Context: an optimization exercise on an open-source flow, tuned for small area, a short achievable clock period and few clock cycles. The choices shown serve that exercise and are no tape-out recipe. Function was checked by simulation only, so behaviour that the tests miss may differ from the original. No activity file was given, so power comes from the tool's default toggle rates.

==> flow/design.v <==
module qfb (
    input             clk,
    input             rst,
    input             req_valid,
    output            req_ready,
    input             req_write,
    input      [7:0]  req_addr,
    input      [31:0] req_wdata,
    output reg        rsp_valid,
    output reg [31:0] rsp_data,
    output reg        out_valid,
    input             out_ready,
    output reg [2:0]  out_kind,
    output reg [47:0] out_data
);
    localparam integer FBUF_SIZE = 256;
    localparam integer AW        = 8;       
    localparam [AW-1:0] OFS4 = 4, OFS5 = 5;  
    localparam [3:0] R_OK = 4'h0, R_MISMATCH = 4'h1, R_OPCODE = 4'h2, R_STATE = 4'h3,
                     R_BUSY = 4'h4, R_CONFIG = 4'h5, R_RANGE = 4'h6, R_LENGTH = 4'h7,
                     R_CAPACITY = 4'h8, R_ACCESS = 4'h9;
    localparam [1:0] M_IDLE = 2'd0, M_TX = 2'd1, M_RX = 2'd2;
    localparam [2:0] K_DATA = 3'd0, K_TX_FRAME = 3'd1, K_TX_DONE = 3'd2, K_RX_ACCEPT = 3'd3,
                     K_RX_CRC_FAIL = 3'd4, K_RX_SEQ_REJECT = 3'd5, K_RX_LEN_REJECT = 3'd6,
                     K_RX_END = 3'd7;
    localparam [4:0] S_IDLE     = 5'd0,
                     S_BULK     = 5'd1,    
                     S_ENC_HDR  = 5'd2,    
                     S_ENC_PAD  = 5'd3,    
                     S_ENC_CRC  = 5'd4,    
                     S_ENC_WR0  = 5'd5,    
                     S_ENC_WR1  = 5'd6,    
                     S_TX_EMIT  = 5'd7,    
                     S_CHK_CRC  = 5'd8,    
                     S_CHK_ST0  = 5'd9,    
                     S_CHK_ST1  = 5'd10,   
                     S_CHK_END  = 5'd11,   
                     S_RX_EMIT  = 5'd12,   
                     S_EV1      = 5'd13,   
                     S_EV2      = 5'd14,   
                     S_DONE     = 5'd15;   
    reg  [1:0]  mode;
    reg  [3:0]  result;
    reg         len_over;
    reg  [15:0] frame_size;
    reg         allow_skip;
    reg         seq_mode;
    reg  [15:0] crc;
    reg  [15:0] bptr;
    reg  [7:0]  buf_data;
    reg  [15:0] tx_index;
    reg  [15:0] tx_length;
    reg  [31:0] tx_total;
    reg  [31:0] tx_remain;
    reg  [15:0] rx_index;
    reg  [15:0] rx_length;
    reg  [15:0] rx_stored;
    reg  [15:0] rx_calc;
    reg  [15:0] expected;
    reg  [15:0] fcount;
    reg         phase;
    reg  [7:0]  fbuf [0:FBUF_SIZE-1];
    reg  [4:0]  state;
    reg  [15:0] cnt;           
    reg  [15:0] acc;           
    reg  [15:0] enc_idx;       
    reg  [15:0] enc_len;       
    reg  [15:0] chk_idx;       
    reg  [15:0] chk_len;       
    reg  [15:0] chk_stored;    
    reg         for_session;   
    reg         tx_last;       
    reg  [2:0]  ev1_kind;
    reg  [47:0] ev1_data;
    reg         ev2_en;
    reg  [2:0]  ev2_kind;
    reg  [47:0] ev2_data;
    function [15:0] crc_step;
        input [15:0] c;
        input [7:0]  b;
        integer i;
        reg [15:0] x;
        begin
            x = c ^ {b, 8'h00};
            for (i = 0; i < 8; i = i + 1)
                x = x[15] ? ((x << 1) ^ 16'h1021) : (x << 1);
            crc_step = x;
        end
    endfunction
    wire [15:0] pcap     = frame_size - 16'd6;                       
    wire        fs_ok    = (frame_size >= 16'd7) && (frame_size <= FBUF_SIZE);
    wire [7:0]  op       = req_wdata[7:0];
    wire [7:0]  opb      = req_wdata[15:8];
    wire [15:0] oph      = req_wdata[31:16];
    wire        fmt_n_ok = (req_wdata[31:8] == 24'd0);
    wire        fmt_b_ok = (req_wdata[31:16] == 16'd0);
    wire        fmt_h_ok = (req_wdata[15:8] == 8'd0);
    wire [16:0] bulk_end = {1'b0, bptr} + {1'b0, oph};
    wire [15:0] tx_fc1   = fcount + 16'd1;
    wire [31:0] tx_rem1  = tx_remain - 32'd1;
    wire [15:0] rx_fc1   = fcount + 16'd1;
    wire        idle     = (mode == M_IDLE);
    wire        out_free = !out_valid || out_ready;
    assign req_ready = (state == S_IDLE) && !out_valid;
    reg [31:0] rd_val;
    always @(*) begin
        rd_val = 32'd0;
        case (req_addr)
            8'h04: rd_val = {25'd0, len_over, mode, result};
            8'h08: rd_val = {14'd0, seq_mode, allow_skip, frame_size};
            8'h0C: rd_val = {16'd0, crc};
            8'h10: rd_val = {16'd0, bptr};
            8'h14: rd_val = {24'd0, buf_data};
            8'h18: rd_val = {16'd0, tx_index};
            8'h1C: rd_val = {16'd0, tx_length};
            8'h20: rd_val = tx_total;
            8'h24: rd_val = tx_remain;
            8'h28: rd_val = {16'd0, rx_index};
            8'h2C: rd_val = {16'd0, rx_length};
            8'h30: rd_val = {rx_calc, rx_stored};
            8'h34: rd_val = {16'd0, expected};
            8'h38: rd_val = {15'd0, phase, fcount};
            default: rd_val = 32'd0;
        endcase
    end
    reg        fb_we;
    reg  [AW-1:0] fb_waddr;
    reg  [7:0] fb_wdata;
    reg  [AW-1:0] fb_raddr;
    wire [7:0] fb_rdata = fbuf[fb_raddr];
    always @(posedge clk) begin
        if (fb_we)
            fbuf[fb_waddr] <= fb_wdata;
    end
    always @(*) begin
        fb_we    = 1'b0;
        fb_waddr = {AW{1'b0}};
        fb_wdata = 8'd0;
        fb_raddr = {AW{1'b0}};
        case (state)
            S_IDLE: begin
                fb_raddr = bptr[AW-1:0];
                if (req_valid && req_ready && req_write && req_addr == 8'h00) begin
                    if (op == 8'h21 && fmt_b_ok && idle && bptr < FBUF_SIZE) begin
                        fb_we = 1'b1; fb_waddr = bptr[AW-1:0]; fb_wdata = opb;
                    end
                    if (op == 8'h41 && fmt_b_ok && mode == M_TX) begin
                        fb_we = 1'b1; fb_waddr = fcount[AW-1:0] + OFS4; fb_wdata = opb;
                    end
                    if (op == 8'h51 && fmt_b_ok && mode == M_RX && !phase) begin
                        fb_we = 1'b1; fb_waddr = fcount[AW-1:0]; fb_wdata = opb;
                    end
                end
            end
            S_BULK:    fb_raddr = bptr[AW-1:0] + cnt[AW-1:0];
            S_ENC_HDR: begin
                fb_we    = 1'b1;
                fb_waddr = cnt[AW-1:0];
                case (cnt[1:0])
                    2'd0: fb_wdata = enc_idx[7:0];
                    2'd1: fb_wdata = enc_idx[15:8];
                    2'd2: fb_wdata = enc_len[7:0];
                    default: fb_wdata = enc_len[15:8];
                endcase
            end
            S_ENC_PAD: begin
                fb_we    = (cnt < pcap);
                fb_waddr = cnt[AW-1:0] + OFS4;
                fb_wdata = 8'd0;
            end
            S_ENC_CRC: fb_raddr = cnt[AW-1:0];
            S_ENC_WR0: begin fb_we = 1'b1; fb_waddr = pcap[AW-1:0] + OFS4; fb_wdata = acc[7:0];  end
            S_ENC_WR1: begin fb_we = 1'b1; fb_waddr = pcap[AW-1:0] + OFS5; fb_wdata = acc[15:8]; end
            S_TX_EMIT: fb_raddr = cnt[AW-1:0];
            S_CHK_CRC: fb_raddr = cnt[AW-1:0];
            S_CHK_ST0: fb_raddr = pcap[AW-1:0] + OFS4;
            S_CHK_ST1: fb_raddr = pcap[AW-1:0] + OFS5;
            S_RX_EMIT: fb_raddr = cnt[AW-1:0] + OFS4;
            default: ;
        endcase
    end
    always @(posedge clk) begin
        if (rst) begin
            mode       <= M_IDLE;
            result     <= R_OK;
            len_over   <= 1'b0;
            frame_size <= 16'd1024;
            allow_skip <= 1'b0;
            seq_mode   <= 1'b0;
            crc        <= 16'hFFFF;
            bptr       <= 16'd0;
            buf_data   <= 8'd0;
            tx_index   <= 16'd0;
            tx_length  <= 16'd0;
            tx_total   <= 32'd0;
            tx_remain  <= 32'd0;
            rx_index   <= 16'd0;
            rx_length  <= 16'd0;
            rx_stored  <= 16'd0;
            rx_calc    <= 16'd0;
            expected   <= 16'd0;
            fcount     <= 16'd0;
            phase      <= 1'b0;
            state      <= S_IDLE;
            cnt        <= 16'd0;
            acc        <= 16'hFFFF;
            enc_idx    <= 16'd0;
            enc_len    <= 16'd0;
            chk_idx    <= 16'd0;
            chk_len    <= 16'd0;
            chk_stored <= 16'd0;
            for_session <= 1'b0;
            tx_last    <= 1'b0;
            ev1_kind   <= 3'd0;
            ev1_data   <= 48'd0;
            ev2_en     <= 1'b0;
            ev2_kind   <= 3'd0;
            ev2_data   <= 48'd0;
            rsp_valid  <= 1'b0;
            rsp_data   <= 32'd0;
            out_valid  <= 1'b0;
            out_kind   <= 3'd0;
            out_data   <= 48'd0;
        end else begin
            rsp_valid <= 1'b0;
            if (out_ready)
                out_valid <= 1'b0;
            case (state)
            S_IDLE: if (req_valid && req_ready) begin
                if (!req_write) begin
                    rsp_valid <= 1'b1;
                    rsp_data  <= rd_val;
                end else if (req_addr != 8'h00) begin
                    if (req_addr != 8'h08 && req_addr != 8'h0C && req_addr != 8'h10 &&
                        req_addr != 8'h18 && req_addr != 8'h1C && req_addr != 8'h20)
                        result <= R_ACCESS;
                    else if (!idle)
                        result <= R_BUSY;
                    else case (req_addr)
                        8'h08: begin
                            frame_size <= req_wdata[15:0];
                            allow_skip <= req_wdata[16];
                            seq_mode   <= req_wdata[17];
                        end
                        8'h0C: crc       <= req_wdata[15:0];
                        8'h10: bptr      <= req_wdata[15:0];
                        8'h18: tx_index  <= req_wdata[15:0];
                        8'h1C: tx_length <= req_wdata[15:0];
                        default: tx_total <= req_wdata;
                    endcase
                end else begin
                    case (op)
                    8'h00: result <= fmt_n_ok ? R_OK : R_OPCODE;                   
                    8'h10: begin                                                    
                        if (!fmt_n_ok)   result <= R_OPCODE;
                        else if (!idle)  result <= R_BUSY;
                        else begin crc <= 16'hFFFF; result <= R_OK; end
                    end
                    8'h11: begin                                                    
                        if (!fmt_b_ok)   result <= R_OPCODE;
                        else if (!idle)  result <= R_BUSY;
                        else begin crc <= crc_step(crc, opb); result <= R_OK; end
                    end
                    8'h12: begin                                                    
                        if (!fmt_h_ok)   result <= R_OPCODE;
                        else if (!idle)  result <= R_BUSY;
                        else if (bulk_end > FBUF_SIZE) result <= R_RANGE;
                        else begin
                            result <= R_OK;
                            acc    <= 16'hFFFF;
                            cnt    <= 16'd0;
                            enc_len <= oph;
                            state  <= S_BULK;
                        end
                    end
                    8'h20: begin                                                    
                        if (!fmt_h_ok)   result <= R_OPCODE;
                        else if (!idle)  result <= R_BUSY;
                        else begin bptr <= oph; result <= R_OK; end
                    end
                    8'h21: begin                                                    
                        if (!fmt_b_ok)   result <= R_OPCODE;
                        else if (!idle)  result <= R_BUSY;
                        else if (bptr >= FBUF_SIZE) result <= R_RANGE;
                        else begin bptr <= bptr + 16'd1; result <= R_OK; end
                    end
                    8'h22: begin                                                    
                        if (!fmt_n_ok)   result <= R_OPCODE;
                        else if (!idle)  result <= R_BUSY;
                        else if (bptr >= FBUF_SIZE) result <= R_RANGE;
                        else begin
                            buf_data <= fb_rdata;
                            bptr     <= bptr + 16'd1;
                            result   <= R_OK;
                        end
                    end
                    8'h30: begin                                                    
                        if (!fmt_n_ok)   result <= R_OPCODE;
                        else if (!idle)  result <= R_BUSY;
                        else if (!fs_ok) result <= R_CONFIG;
                        else if (tx_length > pcap) result <= R_LENGTH;
                        else begin
                            result      <= R_OK;
                            enc_idx     <= tx_index;
                            enc_len     <= tx_length;
                            for_session <= 1'b0;
                            cnt         <= 16'd0;
                            state       <= S_ENC_HDR;
                        end
                    end
                    8'h31: begin                                                    
                        if (!fmt_n_ok)   result <= R_OPCODE;
                        else if (!idle)  result <= R_BUSY;
                        else if (!fs_ok) result <= R_CONFIG;
                        else begin
                            for_session <= 1'b0;
                            cnt         <= 16'd0;
                            acc         <= 16'hFFFF;
                            state       <= S_CHK_CRC;
                        end
                    end
                    8'h40: begin                                                    
                        if (!fmt_n_ok)   result <= R_OPCODE;
                        else if (!idle)  result <= R_BUSY;
                        else if (!fs_ok) result <= R_CONFIG;
                        else if (tx_total > {pcap, 16'd0}) result <= R_CAPACITY;
                        else begin
                            result    <= R_OK;
                            tx_index  <= 16'd0;
                            tx_remain <= tx_total;
                            fcount    <= 16'd0;
                            phase     <= 1'b0;
                            if (tx_total == 32'd0) begin
                                ev1_kind <= K_TX_DONE;
                                ev1_data <= 48'd0;
                                ev2_en   <= 1'b0;
                                state    <= S_EV1;
                            end else
                                mode <= M_TX;
                        end
                    end
                    8'h41: begin                                                    
                        if (!fmt_b_ok)           result <= R_OPCODE;
                        else if (mode == M_IDLE) result <= R_STATE;
                        else if (mode == M_RX)   result <= R_BUSY;
                        else begin
                            result    <= R_OK;
                            fcount    <= tx_fc1;
                            tx_remain <= tx_rem1;
                            if (tx_fc1 == pcap || tx_rem1 == 32'd0) begin
                                tx_length   <= tx_fc1;
                                enc_idx     <= tx_index;
                                enc_len     <= tx_fc1;
                                tx_last     <= (tx_rem1 == 32'd0);
                                for_session <= 1'b1;
                                cnt         <= 16'd0;
                                state       <= S_ENC_HDR;
                            end
                        end
                    end
                    8'h50: begin                                                    
                        if (!fmt_n_ok)   result <= R_OPCODE;
                        else if (!idle)  result <= R_BUSY;
                        else if (!fs_ok) result <= R_CONFIG;
                        else begin
                            result   <= R_OK;
                            expected <= 16'd0;
                            fcount   <= 16'd0;
                            phase    <= 1'b0;
                            mode     <= M_RX;
                        end
                    end
                    8'h51: begin                                                    
                        if (!fmt_b_ok)           result <= R_OPCODE;
                        else if (mode == M_IDLE) result <= R_STATE;
                        else if (mode == M_TX)   result <= R_BUSY;
                        else begin
                            result <= R_OK;
                            if (phase)
                                phase <= 1'b0;
                            else if (rx_fc1 == frame_size) begin
                                fcount      <= 16'd0;
                                phase       <= 1'b1;
                                for_session <= 1'b1;
                                cnt         <= 16'd0;
                                acc         <= 16'hFFFF;
                                state       <= S_CHK_CRC;
                            end else
                                fcount <= rx_fc1;
                        end
                    end
                    8'h52: begin                                                    
                        if (!fmt_n_ok)           result <= R_OPCODE;
                        else if (mode == M_IDLE) result <= R_STATE;
                        else if (mode == M_TX)   result <= R_BUSY;
                        else begin
                            result   <= R_OK;
                            ev1_kind <= K_RX_END;
                            ev1_data <= {32'd0, phase ? 16'd0 : fcount};
                            ev2_en   <= 1'b0;
                            mode     <= M_IDLE;
                            fcount   <= 16'd0;
                            phase    <= 1'b0;
                            state    <= S_EV1;
                        end
                    end
                    8'h60: begin                                                    
                        if (!fmt_n_ok) result <= R_OPCODE;
                        else begin
                            result <= R_OK;
                            mode   <= M_IDLE;
                            fcount <= 16'd0;
                            phase  <= 1'b0;
                        end
                    end
                    default: result <= R_OPCODE;
                    endcase
                end
            end
            S_BULK: begin
                if (cnt == enc_len) begin
                    crc   <= acc;
                    state <= S_IDLE;
                end else begin
                    acc <= crc_step(acc, fb_rdata);
                    cnt <= cnt + 16'd1;
                end
            end
            S_ENC_HDR: begin
                if (cnt == 16'd3) begin
                    cnt   <= enc_len;
                    state <= S_ENC_PAD;
                end else
                    cnt <= cnt + 16'd1;
            end
            S_ENC_PAD: begin
                if (cnt >= pcap) begin
                    cnt   <= 16'd0;
                    acc   <= 16'hFFFF;
                    state <= S_ENC_CRC;
                end else
                    cnt <= cnt + 16'd1;
            end
            S_ENC_CRC: begin
                acc <= crc_step(acc, fb_rdata);
                if (cnt == pcap + 16'd3)
                    state <= S_ENC_WR0;
                else
                    cnt <= cnt + 16'd1;
            end
            S_ENC_WR0: state <= S_ENC_WR1;
            S_ENC_WR1: begin
                crc <= acc;
                if (for_session) begin
                    cnt   <= 16'd0;
                    state <= S_TX_EMIT;
                end else
                    state <= S_IDLE;
            end
            S_TX_EMIT: if (out_free) begin
                out_valid <= 1'b1;
                out_kind  <= K_DATA;
                out_data  <= {40'd0, fb_rdata};
                if (cnt == frame_size - 16'd1) begin
                    ev1_kind <= K_TX_FRAME;
                    ev1_data <= {16'd0, enc_len, enc_idx};
                    ev2_en   <= tx_last;
                    ev2_kind <= K_TX_DONE;
                    ev2_data <= {31'd0, {1'b0, tx_index} + 17'd1};
                    tx_index <= tx_index + 16'd1;
                    fcount   <= 16'd0;
                    if (tx_last)
                        mode <= M_IDLE;
                    state <= S_EV1;
                end else
                    cnt <= cnt + 16'd1;
            end
            S_CHK_CRC: begin
                acc <= crc_step(acc, fb_rdata);
                case (cnt)
                    16'd0: chk_idx[7:0]  <= fb_rdata;
                    16'd1: chk_idx[15:8] <= fb_rdata;
                    16'd2: chk_len[7:0]  <= fb_rdata;
                    16'd3: chk_len[15:8] <= fb_rdata;
                    default: ;
                endcase
                if (cnt == pcap + 16'd3)
                    state <= S_CHK_ST0;
                else
                    cnt <= cnt + 16'd1;
            end
            S_CHK_ST0: begin
                chk_stored[7:0] <= fb_rdata;
                state <= S_CHK_ST1;
            end
            S_CHK_ST1: begin
                chk_stored[15:8] <= fb_rdata;
                state <= S_CHK_END;
            end
            S_CHK_END: begin
                rx_stored <= chk_stored;
                rx_calc   <= acc;
                crc       <= acc;
                len_over  <= (acc == chk_stored) && (chk_len > pcap);
                if (acc == chk_stored) begin
                    rx_index  <= chk_idx;
                    rx_length <= chk_len;
                end
                if (!for_session) begin
                    result <= (acc == chk_stored) ? R_OK : R_MISMATCH;
                    state  <= S_IDLE;
                end else begin
                    ev2_en <= 1'b0;
                    if (acc != chk_stored) begin
                        ev1_kind <= K_RX_CRC_FAIL;
                        ev1_data <= {acc, chk_stored, chk_idx};
                        state    <= S_EV1;
                    end else if (allow_skip ? (chk_idx < expected) : (chk_idx != expected)) begin
                        ev1_kind <= K_RX_SEQ_REJECT;
                        ev1_data <= {16'd0, expected, chk_idx};
                        state    <= S_EV1;
                    end else if (chk_len > pcap) begin
                        ev1_kind <= K_RX_LEN_REJECT;
                        ev1_data <= {16'd0, chk_len, chk_idx};
                        state    <= S_EV1;
                    end else begin
                        ev1_kind <= K_RX_ACCEPT;
                        ev1_data <= {16'd0, chk_len, chk_idx};
                        expected <= seq_mode ? chk_idx + 16'd1 : chk_idx;
                        cnt      <= 16'd0;
                        state    <= S_RX_EMIT;
                    end
                end
            end
            S_RX_EMIT: begin
                if (cnt == chk_len)
                    state <= S_EV1;
                else if (out_free) begin
                    out_valid <= 1'b1;
                    out_kind  <= K_DATA;
                    out_data  <= {40'd0, fb_rdata};
                    cnt       <= cnt + 16'd1;
                end
            end
            S_EV1: if (out_free) begin
                out_valid <= 1'b1;
                out_kind  <= ev1_kind;
                out_data  <= ev1_data;
                state     <= ev2_en ? S_EV2 : S_DONE;
            end
            S_EV2: if (out_free) begin
                out_valid <= 1'b1;
                out_kind  <= ev2_kind;
                out_data  <= ev2_data;
                state     <= S_DONE;
            end
            S_DONE: state <= S_IDLE;
            default: state <= S_IDLE;
            endcase
        end
    end
endmodule
==> flow/run.sh <==
#!/bin/bash
# synth_recipe.tcl (not shown) runs the flow's synth.tcl, then flattens the netlist and writes it again
# the make line also repeats each setting of config.mk as NAME=value (left out here)
make -C /OpenROAD-flow-scripts/flow DESIGN_CONFIG=/design/flow/config.mk WORK_HOME=/design/flow/orfs CLKGATE_MAP_FILE= SYNTH_SCRIPT=/design/flow/synth_recipe.tcl finish
==> flow/config.mk <==
export PLATFORM = sky130hd
export DESIGN_NAME = qfb
export DESIGN_NICKNAME = qfb
export VERILOG_FILES = /design/flow/design.v
export SDC_FILE = /design/flow/constraint.sdc
export NUM_CORES = 4
export LEC_CHECK = 0
export CAP_MARGIN = 20
export CORE_MARGIN = 2
export CORE_UTILIZATION = 25
export PLACE_DENSITY = 0.35
export SLEW_MARGIN = 20
export SYNTH_MEMORY_MAX_BITS = 16384
==> flow/constraint.sdc <==
create_clock -name core_clock -period 10.0 [get_ports {clk}]
set_input_delay 2.0000 -clock core_clock [delete_from_list [all_inputs] [get_ports {clk}]]
set_output_delay 2.0000 -clock core_clock [all_outputs]
set_load 0.01 [all_outputs]
==> flow_summary.ini <==
[critical_path]
timing.critical_path.required_ns = 10.84
timing.critical_path.from_type = flip-flop
rr_worst_depth = 18
critical_path_peak_fanout = 16
r2r_slack_ns = 2.48
crit_arrival_ns = 8.36
crit_path_end_kind = flip-flop
critPathKind = reg -> reg

[yosys]
synth_top_flop_cell = sky130_fd_sc_hd__edfxtp_1
proportion_of_register_bits_with_asynchronous_set_or_reset_after_synthesis = 0
synthesis.nets = 10400
synth_seq_area_share = 0.613
syn_warnings = 1
ys_seq_elements = 2579
netlist.top_cell.by_area = sky130_fd_sc_hd__edfxtp_1
synth.avg_cell_area_um2 = 11.4
mapped_cells = 10300
synth.top_cells.by_count = sky130_fd_sc_hd__edfxtp_1, sky130_fd_sc_hd__nand2_1, sky130_fd_sc_hd__nor2_1
synth.top_cell.area_share = 0.523
synth-edff-count = 2048
mappedNetlistArea_um2 = 118000
synthMostInstantiatedCell = sky130_fd_sc_hd__edfxtp_1
post_synth_main_area_contributors = sky130_fd_sc_hd__edfxtp_1, sky130_fd_sc_hd__dfxtp_1, sky130_fd_sc_hd__nand2_1, sky130_fd_sc_hd__mux2i_1, sky130_fd_sc_hd__a21oi_1
synth.lib_cells_used.distinct = 128

[sta]
setup_slack_ns = 2.48
timing.fmax_ghz = 0.133
finalClockSkew_ns = 0.0764
finalHoldViolations = 0
layout_worst_path_cycle_share = 0.752
finalHoldWorstSlack_ns = 0.453
layout_min_cycle_time_ns = 7.52
max_slew_margin = 0.168
rsz0062_at_grt = no
setup_viol_count_final = 0
worstMarginPinSlew_ns = 1.24
final-max-slew-violation-count = 0

[place]
port_buffers = 130
dp_cells = 16500
dp_hpwl_um = 389000
placedInstanceArea_um2 = 129000
gp_congestion = 0.944
placement.setup.worst_slack_ns = 1.70

[detailed_routing]
drc = 0
route.vias.total = 91800
vias_per_cell = 5.38
wl_um = 581000
drt_first_iter_violations = 10200
firstDrtPassIters = 9
drtAntennaViolNets = 0
drt-wirelength-per-cell_um = 34.0

[clock_tree]
hold_buffers = 0
tritoncts_clock_tree = built
clkSlewWorstSetupHoldPaths_ns = 0.06
cts.path.max_buffers = 4
cts.repair_timing.setup_buffer_count = 0
cts-buffers-inserted = 326
cts_max_level = 5
post_cts_resized = 0
clk_root_buffer_cell = sky130_fd_sc_hd__clkbuf_16
cts.sink_count = 2579
clk_latency_ns = 1.00

[cells_and_area]
final_cell_count_no_fill = 17100
fill_cells = 47900
design_area_um2 = 140000
drive_gt1_frac = 0.131
area.growth.synth_to_final_pct = 18.9
finalCoreUtilization = 0.299
finalNetCount = 10700

[global_route]
maximum_number_of_pins_on_one_net_before_global_route_repair = 176
grt_pass1_wl_um = 787000
antenna_found_initial = 45
global_route.usage.total = 0.237
global_route.overflow_total = 0
grt_pass1_vias = 88900

[job]
max-cap-violations = 0

[die]
die-width_um = 690
die-height_um = 690
die-area_um2 = 476000
core_area_um2 = 468000
initial_core_util = 0.251
pin_count = 131
rows = 251

[power]
cellLeakagePower_nw = 49.6
cellPowerDensity_nw_per_um2 = 169
peakVddDrop_uv = 126

[hold_path]
hold_path.class = reg -> reg
hold_depth = 2

[run_status]
status = complete, no violations
## final timing paths
kind,startpoint,endpoint
worst min-delay path,out_data[28],out_data[28]
worst max-delay path,frame_size[2],acc[6]
worst min register to register,out_data[28],out_data[28]
worst max register to register,frame_size[2],acc[6]
## cell families after synthesis
kind of cell    after synthesis  share of synthesized area
buf+inv                     904                     0.0349
compound gates             2043                      0.121
fa+ha+maj                   119                     0.0126
mux                         435                     0.0428
simple gates               3914                      0.152
xor+xnor                    296                     0.0234
flops                      2579                      0.613
## sequential cells by signal, indices dropped and copies added (netlist names), 17 cells and up
| register | count |
|---|---|
| ev1_data | 48 |
| tx_total | 32 |
| ev2_data | 17 |
| rsp_data | 32 |
| fbuf | 2048 |
| out_data | 48 |
| tx_remain | 32 |
## cell type report
type | count | area (um^2) | area share
Antenna cell | 22 | 55.1 | 0.000394
Clock buffer | 422 | 8790 | 0.0629
Clock inverter | 174 | 1800 | 0.0129
Inverter | 86 | 323 | 0.00231
Multi-Input combinational cell | 6807 | 42200 | 0.302
Sequential cell | 2579 | 72100 | 0.516
Tap cell | 6198 | 7750 | 0.0555
Timing Repair Buffer | 782 | 6820 | 0.0487
## layer usage
layer	share of wire	vias up	wire (um)	track usage
met5	0.00021	-	120	0
met4	0.050	20	29200	0.103
met3	0.061	923	35600	0.0339
met2	0.47	3810	272000	0.390
met1	0.42	47600	244000	0.310
li1	-	39500	-	-
## report_power, final
part	internal, mW	switching [mW]
Sequential	11.4	0.00122
Combinational	0.0603	0.176
Clock	6.93	5.00
## worst max-delay path: stages (launching register included)
cell and delay, ns:
sky130_fd_sc_hd__dfxtp_1 0.34, sky130_fd_sc_hd__buf_4 0.31, sky130_fd_sc_hd__ha_1 0.54, sky130_fd_sc_hd__nor3_2 0.17, sky130_fd_sc_hd__xnor2_2 0.66, sky130_fd_sc_hd__buf_4 0.33, sky130_fd_sc_hd__a2bb2oi_1 0.19, sky130_fd_sc_hd__o311ai_1 0.29
sky130_fd_sc_hd__buf_4 0.28, sky130_fd_sc_hd__nor2_4 0.47, sky130_fd_sc_hd__buf_4 0.50, sky130_fd_sc_hd__nand2_1 0.55, sky130_fd_sc_hd__nor4_1 1.01, sky130_fd_sc_hd__nor4_1 0.20, sky130_fd_sc_hd__a21o_1 0.39, sky130_fd_sc_hd__nand2_4 0.27
sky130_fd_sc_hd__xor2_2 0.28, sky130_fd_sc_hd__xnor3_1 0.36, sky130_fd_sc_hd__o22a_1 0.18
## layout by cell type, fill, tap and decap left out, types with 55 or more instances in the layout
cell type	n
sky130_fd_sc_hd__edfxtp_1	2048
sky130_fd_sc_hd__nand2_1	1767
sky130_fd_sc_hd__buf_4	598
sky130_fd_sc_hd__a21oi_1	574
sky130_fd_sc_hd__nor2_1	573
sky130_fd_sc_hd__nand3_1	562
sky130_fd_sc_hd__dfxtp_1	530
sky130_fd_sc_hd__mux2i_1	358
sky130_fd_sc_hd__nor3_1	356
sky130_fd_sc_hd__clkbuf_16	331
sky130_fd_sc_hd__a211oi_1	233
sky130_fd_sc_hd__o21ai_0	207
sky130_fd_sc_hd__xnor2_1	193
sky130_fd_sc_hd__a221oi_1	141
sky130_fd_sc_hd__clkdlybuf4s50_1	129
sky130_fd_sc_hd__a311oi_1	113
sky130_fd_sc_hd__ha_1	109
sky130_fd_sc_hd__a31oi_1	107
sky130_fd_sc_hd__nand4_1	105
sky130_fd_sc_hd__and4_1	99
sky130_fd_sc_hd__xor2_1	88
sky130_fd_sc_hd__inv_1	84
sky130_fd_sc_hd__clkbuf_1	74
sky130_fd_sc_hd__and3_1	72
sky130_fd_sc_hd__clkinv_1	57
sky130_fd_sc_hd__nor4_1	55
sky130_fd_sc_hd__a22oi_1	55
## stage by stage
step / total power [mW] / setup TNS, ns
final: 23.6 / 0
after global routing: 24.2 / 0
after CTS: 23.8 / 0
after detailed placement: 11.9 / 0
after global placement: 11.9 / 0
after floorplan: 11.7 / -3073.93
Testbench counts, summed over its fixed seeds: cycles 270,777.

static timing again, ports no longer ideal:
Ports are ideal in the flow. The routed layout listed here was re-timed in OpenROAD. Step 1: set_driving_cell puts a clkbuf_16 on clk and a buf_2 on each other input, an assumption about the parent block. Step 2 also shifts input and output timing later by t, the mid clock arrival at the registers, as if the neighbouring blocks saw the same clock. a / b / c = no drivers / after step 1 / after step 2; a / b = the first two.
t (ns): 1.082
setup WS [ns]: 2.481 / 2.481 / 1.516
worst hold slack (ns): 0.453 / 0.453 / 0.453
After both steps setup and hold are still met in this run. For this run, drivers alone change the setup slack by 0.000 ns; drivers and shift together by -0.965 ns.
